Context: an optimization exercise on an open-source flow, tuned for small area, a short achievable clock period and few clock cycles. The choices shown serve that exercise and are no tape-out recipe.
Power figures rest on the tool's default switching activity, not on a simulated workload.

== run a ==
==> flow/design.v <==
module blind_frame_rx (
    input  wire       clk,
    input  wire       rst,         
    input  wire       in_valid,
    input  wire [7:0] in_data,
    output reg        in_ready,
    output reg        evt_valid,
    output reg  [1:0] evt_code,    
    output reg  [7:0] evt_arg0,
    output reg  [7:0] evt_arg1,
    output reg        pay_valid,
    output reg  [7:0] pay_data,
    output reg        pay_last,
    input  wire       pay_ready
);
    localparam [1:0] EV_NOISE    = 2'd0;
    localparam [1:0] EV_OVERFLOW = 2'd1;
    localparam [1:0] EV_FRAME    = 2'd2;
    localparam [1:0] EV_CRC_ERR  = 2'd3;
    localparam N = 254;                 
    function [7:0] inc;
        input [7:0] x;
        inc = (x == N - 1) ? 8'd0 : x + 8'd1;
    endfunction
    function [7:0] crc8_step;
        input [7:0] a;
        input [7:0] b;
        integer i;
        reg [7:0] c;
        begin
            c = a ^ b;
            for (i = 0; i < 8; i = i + 1)
                c = c[7] ? ((c << 1) ^ 8'h07) : (c << 1);
            crc8_step = c;
        end
    endfunction
    reg       a_v, b_v;
    reg [7:0] a_d, b_d;
    wire      push = in_valid && in_ready;
    wire      pop;
    always @(posedge clk) begin
        if (rst) begin
            a_v      <= 1'b0;
            b_v      <= 1'b0;
            in_ready <= 1'b1;
        end else begin
            if (!a_v || pop) begin
                a_v      <= b_v || push;
                b_v      <= 1'b0;
                in_ready <= 1'b1;
            end else if (push) begin
                b_v      <= 1'b1;
                in_ready <= 1'b0;
            end
        end
    end
    always @(posedge clk) begin
        if (!a_v || pop)
            a_d <= b_v ? b_d : in_data;
        if (in_ready)
            b_d <= in_data;
    end
    reg  [7:0] ring [0:N-1];
    reg  [7:0] wdata;
    genvar g;
    generate
        for (g = 0; g < N; g = g + 1) begin : st
            if (g == 1) begin : wt
                always @(posedge clk)
                    ring[g] <= pop ? wdata : ring[g - 1];
            end else begin : sh
                always @(posedge clk)
                    ring[g] <= ring[(g + N - 1) % N];
            end
        end
    endgenerate
    localparam S0 = 0, S1 = 1, S2 = 2, SP = 3, SE = 4, SO = 5;
    reg  [5:0] s;                       
    reg  [7:0] wd;                      
    reg  [7:0] bq0, bq1;                
    reg  [7:0] occ;                     
    reg        full;                    
    reg        w_al, r_al;              
    reg  [7:0] k;                       
    reg        k1;                      
    reg        big;                     
    reg  [7:0] len, id, crc;
    reg  [7:0] rem;                     
    reg        rem0, rem1;              
    reg        skip;                    
    reg        bq_v0, bq_v1;            
    reg        occ_z, fs_nz;            
    wire       in_frame = s[SE] || (s[SP] && !big);
    wire       ac_nz    = in_frame ? fs_nz : !occ_z;
    wire       main_free = !pay_valid || pay_ready;      
    wire       consume  = r_al && ac_nz && (rem0 || skip || main_free);
    wire       wait_bq;                 
    assign     pop     = a_v && w_al && (!full || consume) && !wait_bq;
    wire       idle    = !a_v && s[S0] && occ_z;
    wire [8:0] rd_sum  = {1'b0, wd} + {1'b0, occ};         
    wire [7:0] occ_keep = consume ? occ - 8'd1 : occ;
    wire [7:0] occ_inc  = consume ? occ : occ + 8'd1;
    reg  [7:0] fs_r;                    
    wire [7:0] fs_rn    = consume ? fs_r - 8'd1 : fs_r;
    wire [7:0] b        = a_d;
    wire       is_aa    = (b == 8'hAA);
    wire       len_big  = (b[7:2] == 6'h3f) && (b[1:0] != 2'b00);
    wire       crc_ok   = (crc == b);
    wire       mark     = s[SE] && !crc_ok && (len != 8'd0);
    assign     wait_bq  = mark && bq_v1;
    wire       bq_at    = bq_v0 && (bq0 == 8'd0);
    wire       bq_hit   = consume && rem0 && bq_at;
    always @(*) begin
        wdata = 8'h00;
        if ((s[S2] && !len_big) || (s[SP] && !big))
            wdata = b;
    end
    always @(posedge clk) begin
        evt_code <= s[SE] ? (crc_ok ? EV_FRAME : EV_CRC_ERR) :
                    s[SO] ? EV_OVERFLOW : EV_NOISE;
        evt_arg0 <= s[SE] ? (crc_ok ? id : crc) : b;
        evt_arg1 <= s[SE] ? (crc_ok ? len : b) : 8'h00;
        if (pop) begin
            if (s[S1]) id <= b;
            if (s[S2]) len <= b;
            if (s[S1])
                crc <= crc8_step(8'h00, b);
            else if (s[S2] || (s[SP] && !big))
                crc <= crc8_step(crc, b);
        end
        fs_r <= (pop && s[S2]) ? occ_keep : fs_rn;
        fs_nz <= (pop && s[S2]) ? (consume ? (occ != 8'd1) : !occ_z) :
                 (fs_nz && !(consume && fs_r == 8'd1));
        if (pop && s[S2]) begin
            big <= len_big;
            k   <= len_big ? 8'd253 : b;
            k1  <= (b == 8'd1);
        end
        if (pop && s[SP]) begin
            k  <= k - 8'd1;
            k1 <= (k == 8'd2);
        end
        bq0 <= (bq_hit ? bq1 : bq0) - {7'd0, consume};
        bq1 <= bq1 - {7'd0, consume};
        if (pop && mark) begin
            if (bq_hit ? !bq_v1 : !bq_v0)
                bq0 <= fs_rn;
            else
                bq1 <= fs_rn;
        end
    end
    always @(posedge clk) begin
        if (rst) begin
            s         <= 6'b000001;
            wd        <= 8'd0;
            occ       <= 8'd0;
            full      <= 1'b0;
            occ_z     <= 1'b1;
            w_al      <= 1'b1;
            r_al      <= 1'b1;
            bq_v0     <= 1'b0;
            bq_v1     <= 1'b0;
            evt_valid <= 1'b0;
        end else begin
            evt_valid <= pop && ((s[S0] && !is_aa) || s[SE] || s[SO]);
            if (!idle && !pop)
                wd <= inc(wd);
            w_al <= pop ? 1'b1 :
                    idle ? w_al : (wd == N - 1);
            r_al <= consume ? 1'b1 :
                    idle ? r_al : (rd_sum == N - 1) || (rd_sum == 2 * N - 1);
            occ <= pop ? occ_inc : occ_keep;
            occ_z <= !pop && (consume ? (occ == 8'd1) : occ_z);
            full  <= !pop ? (full && !consume) : (consume ? full : (occ == N - 1));
            if (bq_hit) begin
                bq_v0 <= bq_v1;
                bq_v1 <= 1'b0;
            end
            if (pop && mark) begin
                if (bq_hit ? !bq_v1 : !bq_v0)
                    bq_v0 <= 1'b1;
                else
                    bq_v1 <= 1'b1;
            end
            if (pop) begin
                s <= 6'b0;
                if (s[S0]) s[is_aa ? S1 : S0] <= 1'b1;
                if (s[S1]) s[S2] <= 1'b1;
                if (s[S2]) s[(b == 8'd0) ? SE : SP] <= 1'b1;
                if (s[SP]) s[!k1 ? SP : big ? SO : SE] <= 1'b1;
                if (s[SE] || s[SO]) s[S0] <= 1'b1;
            end
        end
    end
    wire [7:0] rdata = ring[0];
    always @(posedge clk) begin
        if (rst) begin
            rem0 <= 1'b1;
        end else if (consume) begin
            if (rem0) begin
                skip <= bq_at;
                rem  <= rdata;
                rem0 <= (rdata == 8'd0);
                rem1 <= (rdata == 8'd1);
            end else begin
                rem  <= rem - 8'd1;
                rem0 <= rem1;
                rem1 <= (rem == 8'd2);
            end
        end
    end
    wire       out_push  = consume && !rem0 && !skip;
    always @(posedge clk) begin
        if (rst)
            pay_valid <= 1'b0;
        else if (main_free)
            pay_valid <= out_push;
    end
    reg  [7:0] pd_q;
    reg        pl_q;
    always @(posedge clk) begin
        pd_q     <= main_free ? rdata : pay_data;
        pl_q     <= main_free ? rem1 : pay_last;
        pay_data <= main_free ? rdata : pd_q;
        pay_last <= main_free ? rem1 : pl_q;
    end
endmodule
export LEC_CHECK = 0
export CAP_MARGIN = 20
export CORE_MARGIN = 2
export CORE_UTILIZATION = 55
export CTS_BUF_LIST = sky130_fd_sc_hd__clkbuf_16 sky130_fd_sc_hd__clkbuf_8 sky130_fd_sc_hd__clkbuf_4
export CTS_CLUSTER_DIAMETER = 80
export CTS_CLUSTER_SIZE = 34
export SLEW_MARGIN = 20
create_clock -name core_clock -period 9.0 [get_ports {clk}]
standard.sh (not shown) runs the stock make flow with config.mk's settings and CLKGATE_MAP_FILE= SYNTH_SCRIPT=/design/flow/synth_recipe.tcl, a recipe that flattens the netlist after the stock synthesis.
==> flow/flow/run.sh <==
#!/bin/bash
set -euo pipefail
bash standard.sh \
    "BUFFER_PORTS_ARGS=-buffer_cell sky130_fd_sc_hd__buf_4" \
    SETUP_SLACK_MARGIN=6 \
    finish > make_finish.log 2>&1
Run a reached the final stage; the timing, design-rule and antenna checks on its layout passed.
#### Input delta (run b over run a)
Settings: a deleted CTS_BUF_LIST that had been sky130_fd_sc_hd__clkbuf_16 sky130_fd_sc_hd__clkbuf_8 sky130_fd_sc_hd__clkbuf_4.
Notes after the runs:
Both conditions hold for run b: the flow ran to the end and the final layout passed the timing, design-rule and antenna checks. There was hardly any difference in power between run a and run b. Run a → run b: final-layout worst hold slack held steady; post-layout instance area held steady; total wirelength of the detailed-routed design held steady; total placed instance area held steady; cell count held steady. Instance count of the mapped netlist: run a vs run b identical. Diff run a -> run b: via total after detailed routing did not really move, met2 layer wire length in the routed design barely changed. Status: core utilization parity (run b, run a).
No run of this note included a check of the RTL's function; only the layout flow was run.

port drivers added, routing unchanged:
In the flow no input, the clock included, has a driving cell. The finished layouts below were timed again as built, in two steps. Step 1 assumes that a clkbuf_16 drives the clock port and a buf_2 every other input. Step 2, shift: input delay + t, output delay - t, t = (earliest + latest rising clock arrival at the registers) / 2. This alone moves slack from input paths to output paths. Slacks: ideal ports / drivers / drivers and shift; pairs: ideal ports / drivers.
| run | t, ns | setup WS [ns] | clock arrival spread, ns | cell pins on the clock port's net |
|---|---|---|---|---|
| run a | 0.708 | 5.460 / 5.412 / 4.704 | 0.027 / 0.027 | 1 |
| run b | 0.707 | 5.460 / 5.412 / 4.705 | 0.026 / 0.026 | 1 |
After both steps every run listed still meets setup and hold. For run a, which loses most, drivers alone change the setup slack by -0.048 ns; drivers and shift together by -0.756 ns.
